This is an optimization exercise on Yosys and OpenROAD, whose aim is small area, a short achievable clock period and few clock cycles, not a production implementation.
In this exercise RTL edits were held to simulation tests only and were not proved equivalent to the original.
Power figures rest on the tool's default switching activity, not on a simulated workload.

==> v14 <==
// wts_core
module wts_core (
    input  wire        clk,
    input  wire        rst,
    input  wire        cmd_valid,
    output wire        cmd_ready,
    input  wire [31:0] cmd,
    input  wire [31:0] dat,
    output reg         rsp_valid,
    output reg  [31:0] rsp_data,
    output reg         rsp_err,
    output reg  [3:0]  rsp_code,
    output wire        out_valid,
    input  wire        out_ready,
    output reg         out_kind,
    output reg  [1:0]  out_rg,
    output wire [31:0] out_word,
    output reg         out_eol,
    output wire        sb_req,
    input  wire        sb_ack,
    output wire [31:0] sb_addr,
    input  wire [7:0]  sb_rdata,
    output wire        busy
);
clock: 10.0 ns
lec_check: 0
cap_margin: 20
core_margin: 2
core_utilization: 60
place_density: 0.7
slew_margin: 20
run.sh (not shown) runs the stock make flow with config.mk's settings and CLKGATE_MAP_FILE= SYNTH_SCRIPT=/design/flow/synth_recipe.tcl, a recipe that flattens the netlist after the stock synthesis.
==> v12 (differences from v14) <==
--- a/flow/design.v
+++ b/flow/design.v
@@ -64,15 +64,16 @@
                      S_WT1 = 6'd14, S_WT2 = 6'd15,
                      S_D1 = 6'd16, S_D2 = 6'd17, S_D3 = 6'd18, S_D3P = 6'd19,
                      S_D4 = 6'd20, S_D5 = 6'd21,
                      S_P1 = 6'd22, S_P2 = 6'd23,
                      S_R0 = 6'd24, S_R1 = 6'd25, S_R2 = 6'd26,
                      S_STR = 6'd27, S_PAD = 6'd28, S_FIN = 6'd29,
                      S_C0 = 6'd30, S_C1 = 6'd31, S_C2 = 6'd32, S_C3 = 6'd33,
-                     S_C4 = 6'd34, S_C5 = 6'd35, S_GW = 6'd36;
+                     S_C4 = 6'd34, S_C5 = 6'd35, S_GW = 6'd36,
+                     S_EQ = 6'd37, S_RR = 6'd38;
     reg        ctrl_mode, ctrl_force;
     reg [31:0] r_start, r_end, r_sloop, r_eloop, r_dur, r_ldur;    
     reg [7:2]  wv;                    
     reg        segv, ok, smode, done, ill, nrdy;
     reg        e_order, e_malf, e_len, e_looplen, e_endloop;
     reg        rvld;                  
     reg [23:0] qa;                    
@@ -94,14 +95,16 @@
     reg [1:0]  dk;                    
     reg [6:0]  pc;                    
     reg        sb_req_q;
     reg [26:0] sb_a;
     reg        rd_v;
     wire       rd_hi = !sb_a[0];      
     reg [7:0]  rd_q, lo_q;
+    reg [7:0]  mu_q;                  
+    reg        mu_v;
     reg        out_valid_q;
     assign busy      = busy_q;
     assign cmd_ready = crdy_q;
     assign out_valid = out_valid_q;
     assign sb_req    = sb_req_q;
     assign sb_addr   = {5'd0, sb_a};
     assign out_word  = rsp_data;
@@ -206,17 +209,20 @@
     wire [25:0] q_e      = (cur_rg == 2'd0) ? {2'd0, qa} :
                            (cur_rg == 2'd1) ? {1'b0, ql} : qd;
     wire [26:0] end_addr = {q_e, 1'b0};
     wire [26:0] sb_all;                     
     wts_pand #(.W(27)) u_inc (.a(sb_a), .y(sb_all));
     wire [26:0] sb_inc   = sb_a ^ {sb_all[25:0], 1'b1};
     wire        in_str   = (st == S_STR);
-    wire        push_v   = in_str && rd_v && (!smode || rd_hi);
+    wire        push_v   = in_str && (smode ? mu_v : rd_v);
     wire        blk      = push_v && (bcnt == 2'd3) && !ofree;
-    wire        cap      = sb_req_q && sb_ack && !blk;
+    wire        mu_free  = !mu_v || !blk;
+    wire        rd_keep  = in_str && rd_v && (smode ? (rd_hi && !mu_free) : blk);
+    wire        mu_load  = in_str && smode && rd_v && rd_hi && mu_free;
+    wire        cap      = sb_req_q && sb_ack && !rd_keep;
     wire        cnt_en   = (op_q == OP_REGION);
     wire        can_push = (bcnt != 2'd3) || ofree;
     wire [7:0]  psum     = {1'b0, pc} + {6'd0, bcnt};
     reg  [5:0]  st_n;
     reg         t_en, t_dat, t_rv, t_sum, t_hs, t_hstag, t_wcf, t_np, t_mu, t_wd;
     reg         rsp_go, rsp_e;
     reg  [3:0]  rsp_c;
@@ -244,15 +250,14 @@
         ill_set = 1'b0;  nrdy_set = 1'b0; done_set = 1'b0;
         sba_ld = 1'b0;   str_go = 1'b0;  pc_ld = 1'b0;
         cur_ld = 1'b0;   cur_n = cur_rg; dk_ld = 1'b0;  cf_ld = 1'b0;  pnext = 1'b0;
         case (st)
         S_IDLE: begin
             wreg_en = c_fastw;
             t_en = 1'b1; t_dat = !c_fastw;
-            sel_n = c_wct ? 6'h0B : c_der ? {3'b010, cmd[17:16], 1'b0} : cmd[21:16];
             cur_ld = 1'b1; cur_n = (c_op == OP_RREG) ? cmd[17:16] : cmd[25:24];
             if (cmd_valid && !c_fastw) st_n = S_DEC;
         end
         S_DEC: begin
             if (bad_q) begin
                 ill_set = 1'b1;
                 t_en = 1'b1;
@@ -267,35 +272,28 @@
                 OP_NOP: begin
                     t_en = 1'b1; rsp_go = 1'b1;
                 end
                 OP_CLR: begin
                     clr_en = 1'b1; t_en = 1'b1; rsp_go = 1'b1;
                 end
                 OP_RREG: begin
-                    t_en = 1'b1; t_rv = 1'b1;
-                    if (wct_q) begin
-                        sel_n = 6'h0A; st_n = S_WT2;
-                    end else if (der_q) begin
-                        sel_n = re_code; st_n = S_D2;
-                    end else begin
-                        rsp_go = 1'b1;
-                    end
+                    st_n = S_RR;
                 end
                 OP_SEG, OP_EXPORT: begin
                     clr_en = (op_q == OP_EXPORT);
                     sel_n = 6'h02; st_n = S_G1;
                 end
                 OP_PADQ: begin
                     t_en = 1'b1; t_np = 1'b1; rsp_go = 1'b1;
                 end
                 OP_WCQ: begin
                     sel_n = 6'h0C; st_n = S_D4;
                 end
                 OP_ENCQ: begin
-                    t_en = 1'b1; t_mu = 1'b1; rsp_go = 1'b1;
+                    st_n = S_EQ;
                 end
                 OP_PCM, OP_MULAW, OP_PUSHB: begin
                     st_n = S_P1;
                 end
                 default: begin  
                     dk_ld = 1'b1;
                     sel_n = rb_code; st_n = S_R0;
@@ -323,14 +321,25 @@
                 sel_n = 6'h0B; st_n = S_GW;
             end else begin
                 cur_ld = 1'b1; cur_n = 2'd0;
                 sel_n = 6'h10; st_n = S_R0;
             end
         end
         S_GW:  st_n = S_WT1;
+        S_RR: begin
+            t_en = 1'b1; t_rv = 1'b1;
+            if (wct_q) begin
+                sel_n = 6'h0A; st_n = S_WT2;
+            end else if (der_q) begin
+                sel_n = re_code; st_n = S_D2;
+            end else begin
+                rsp_go = 1'b1;
+            end
+        end
+        S_EQ:  begin t_en = 1'b1; t_mu = 1'b1; rsp_go = 1'b1; end
         S_WT1: if (ofree) begin t_en = 1'b1; t_rv = 1'b1; sel_n = 6'h0A; st_n = S_WT2; end
         S_WT2: begin
             t_en = 1'b1; t_sum = 1'b1;
             rsp_go = 1'b1;
             rsp_e  = (op_q == OP_SEG) && !ok;
             rsp_c  = (op_q == OP_RREG) ? 4'd0 : code;
         end
@@ -382,15 +391,15 @@
         end
         S_STR: begin
             pbs  = smode ? 2'd2 : 2'd0;
             psh  = push_v && !blk;
             if (psh && (bcnt == 2'd3)) begin
                 t_en = 1'b1; t_wd = 1'b1;
             end
-            if (!sb_req_q && !(rd_v && blk)) st_n = S_PAD;
+            if (!sb_req_q && !rd_keep && !mu_load && !(mu_v && blk)) st_n = S_PAD;
         end
         S_PAD: begin
             pnext = 1'b0;
             if (pc == 7'd0) begin
                 pnext = 1'b1;
             end else if (psum[7:2] != 6'd0) begin
                 if (ofree) begin
@@ -436,44 +445,51 @@
         if (rsp_go) st_n = S_IDLE;
     end
     reg  [7:0]  pb;
     always @* begin
         case (pbs)
             2'd0:    pb = rd_q;
             2'd1:    pb = lo_q;
-            default: pb = mu;
+            default: pb = mu_q;
         endcase
     end
     wire        close = (psh && (bcnt == 2'd3)) || pad_close;
     wire [7:0]  pbz   = pad_close ? 8'h00 : pb;
     wire [31:0] t_next = ({32{t_dat}} & dat) |
                          ({32{t_rv}}  & opa) |
                          ({32{t_sum}} & asum[31:0]) |
                          ({32{t_hs}}  & {(t_hstag ? tag : {7'd0, T[25]}), T[24:1]}) |
                          ({32{t_wd}}  & {pbz, acc}) |
                          ({32{t_wcf}} & wcf) |
                          ({32{t_np}}  & {25'd0, npad1}) |
-                         ({32{t_mu}}  & {24'd0, mu});
+                         ({32{t_mu}}  & {24'd0, mu_q});
     always @(posedge clk) begin
         if (t_en) rsp_data <= t_next;
         if (rsp_go || wreg_en) begin
             rsp_err  <= rsp_e;
             rsp_code <= rsp_c;
         end
         if (cf_ld) cflag <= asum[32];
+        if (wreg_en && (cmd[18:16] == 3'd2)) r_start <= dat;
+        if (wreg_en && (cmd[18:16] == 3'd3)) r_end   <= dat;
+        if (wreg_en && (cmd[18:16] == 3'd4)) r_sloop <= dat;
+        if (wreg_en && (cmd[18:16] == 3'd5)) r_eloop <= dat;
+        if (wreg_en && (cmd[18:16] == 3'd6)) r_dur   <= dat;
+        if (wreg_en && (cmd[18:16] == 3'd7)) r_ldur  <= dat;
         if (qa_ld) qa <= asum[24:1];
         if (ql_ld) ql <= asum[25:1];
         if (qd_ld) qd <= asum[26:1];
         if (st == S_IDLE) begin
             op_q  <= c_op;
             bad_q <= c_bad;
             der_q <= c_der;
             wct_q <= c_wct;
         end
-        sel <= sel_n;
+        sel <= (st == S_IDLE) ? (c_wct ? 6'h0B : c_der ? {3'b010, cmd[17:16], 1'b0} : cmd[21:16])
+                              : sel_n;
         opa <= rv;
         if (cur_ld) cur_rg <= cur_n;
         if (st == S_IDLE) dk <= {cmd[21], cmd[18]};
         else if (dk_ld)   dk <= bcnt;
         if (hdr_emit) begin
             out_kind <= 1'b1;
             out_rg   <= cur_rg;
@@ -499,14 +515,16 @@
         end else if (in_str) begin
             if (cap) begin
                 rd_q  <= sb_rdata;
             end
             if (rd_v && smode && !rd_hi)
                 lo_q <= rd_q;
         end
+        if (mu_load || (st == S_DEC))
+            mu_q <= mu;
         if (rst) begin
             ctrl_mode <= 1'b0; ctrl_force <= 1'b0;
             wv <= 6'd0;
             segv <= 1'b0; ok <= 1'b0; smode <= 1'b0; done <= 1'b0;
             ill <= 1'b0; nrdy <= 1'b0;
             e_order <= 1'b0; e_malf <= 1'b0; e_len <= 1'b0;
             e_looplen <= 1'b0; e_endloop <= 1'b0;
@@ -516,14 +534,15 @@
             asub_q <= 1'b0;
             busy_q <= 1'b0;
             crdy_q <= 1'b1;
             rsp_valid <= 1'b0;
             out_valid_q <= 1'b0;
             sb_req_q <= 1'b0;
             rd_v <= 1'b0;
+            mu_v <= 1'b0;
         end else begin
             st <= st_n;
             asub_q <= (st_n == S_G2) || (st_n == S_G3) || (st_n == S_G4) || (st_n == S_G6) ||
                       (st_n == S_G8) || (st_n == S_G9) || (st_n == S_G11) || (st_n == S_D2) ||
                       (st_n == S_R1) || (st_n == S_C1);
             rsp_valid <= rsp_go || ((st == S_IDLE) && c_fastw);
             if ((st == S_IDLE) && cmd_valid && !c_fastw) begin
@@ -531,25 +550,15 @@
                 crdy_q <= 1'b0;
             end else if (rsp_go) begin
                 busy_q <= 1'b0;
                 crdy_q <= 1'b1;
             end
             if (wreg_en && (cmd[18:17] != 2'd0))
                 wv[cmd[18:16]] <= 1'b1;
-            if (wreg_en) begin
-                case (cmd[18:16])
-                    3'd0: begin ctrl_mode <= dat[0]; ctrl_force <= dat[1]; end
-                    3'd2: r_start <= dat;
-                    3'd3: r_end   <= dat;
-                    3'd4: r_sloop <= dat;
-                    3'd5: r_eloop <= dat;
-                    3'd6: r_dur   <= dat;
-                    default: r_ldur <= dat;
-                endcase
-            end
+            if (wreg_en && (cmd[18:16] == 3'd0)) begin ctrl_mode <= dat[0]; ctrl_force <= dat[1]; end
             if (ill_set) ill <= 1'b1;
             else if (clr_en) ill <= 1'b0;
             if (nrdy_set) nrdy <= 1'b1;
             else if (clr_en) nrdy <= 1'b0;
             if (done_set) done <= 1'b1;
             else if (clr_en || g_fin) done <= 1'b0;
             if (wreg_en) begin
@@ -595,15 +604,17 @@
             else if (out_ready)
                 out_valid_q <= 1'b0;
             if (str_go)
                 sb_req_q <= (T[24:1] != 24'd0);
             else if (in_str)
                 sb_req_q <= sb_req_q && !(cap && (sb_inc == end_addr));
             if (in_str)
-                rd_v <= cap || blk;
+                rd_v <= cap || rd_keep;
+            if (in_str)
+                mu_v <= mu_load || (mu_v && blk);
         end
     end
 endmodule
 module wts_add32 (
     input  wire [31:0] a,
     input  wire [31:0] b,
     input  wire        ci,
--- a/flow/config.mk
+++ b/flow/config.mk
@@ -5,8 +5,9 @@
 export SDC_FILE = /design/flow/constraint.sdc
 export NUM_CORES = 4
 export LEC_CHECK = 0
 export CAP_MARGIN = 20
 export CORE_MARGIN = 2
 export CORE_UTILIZATION = 60
 export PLACE_DENSITY = 0.7
+export SETUP_SLACK_MARGIN = 5
 export SLEW_MARGIN = 20
==> summary of the runs <==
- Of v12 and v14, v12 has the higher synthesized area (gap about 1.5%, measured against v14).
- Clock power is about the same in v12 and v14.
- Between v14 and v12, the lower flip-flop and latch count is in v14 (gap 9).
- v14 produced a clean layout. v12 ran to the end with no violations.
- Against v14, the worst setup slack of v12 is higher by 1400 ps.
- Against v12, the die area of v14 is smaller by 1.5%.
- Routed wire length: v14 is smaller than v12 (2.1%).
==> figures <==
Global-route track usage on met3: v14 11.5%; v12 17.7%
Origin of the worst setup path: v14 out_ready; v12 bcnt[1]
Post-synthesis mux area share: v14 2.81%; v12 2.97%
Weighted congestion reported at the end of routability-driven placement: v14 0.994; v12 1.04
Number of sequential storage elements: v14 469; v12 478
Worst setup slack before clock tree synthesis: v14 3210 ps; v12 3650 ps
Termination of the worst setup path: v14 opa[19]; v12 opa[5]
Drt first-iter violations: v14 4523; v12 4914
Run status: v14 complete, no violations; v12 complete, no violations
Via-to-Cell Ratio: v14 7.33; v12 7.25
Class of the most critical setup path: v14 input port to register; v12 register to register
Final hold slack: v14 460 ps; v12 467 ps
Met2 layer wire length in the routed design: v14 45.0 mm; v12 45.1 mm
Testbench counts of v14, summed over its fixed seeds: cycles 99,460.
Testbench counts of v12, summed over its fixed seeds: cycles 99,877.

-- afterwards: timing with drivers on the ports --
The results above use ideal ports. As a check the final layouts listed here were re-extracted and re-timed, cells and wires unchanged. Step 1, drivers: a clkbuf_16 drives clk and a buf_2 each remaining input, both assumed. Step 2, shift: input delay + t, output delay - t, t = (earliest + latest rising clock arrival at the registers) / 2. This alone moves slack from input paths to output paths. a / b / c = ideal ports / drivers / drivers and shift; a / b = the first two.
| run | t (ns) | slack for setup (ns) | worst data-port slew with drivers (ns) | pins driven straight from the clock port |
|---|---|---|---|---|
| v14 | 0.667 | 3.533 / 3.575 / 2.908 | 0.09 | 1 |
| v12 | 0.677 | 4.966 / 4.966 / 4.373 | 0.11 | 1 |
After both steps every run listed still meets setup and hold. For v14, which loses most, drivers alone change the setup slack by +0.042 ns; drivers and shift together by -0.625 ns.
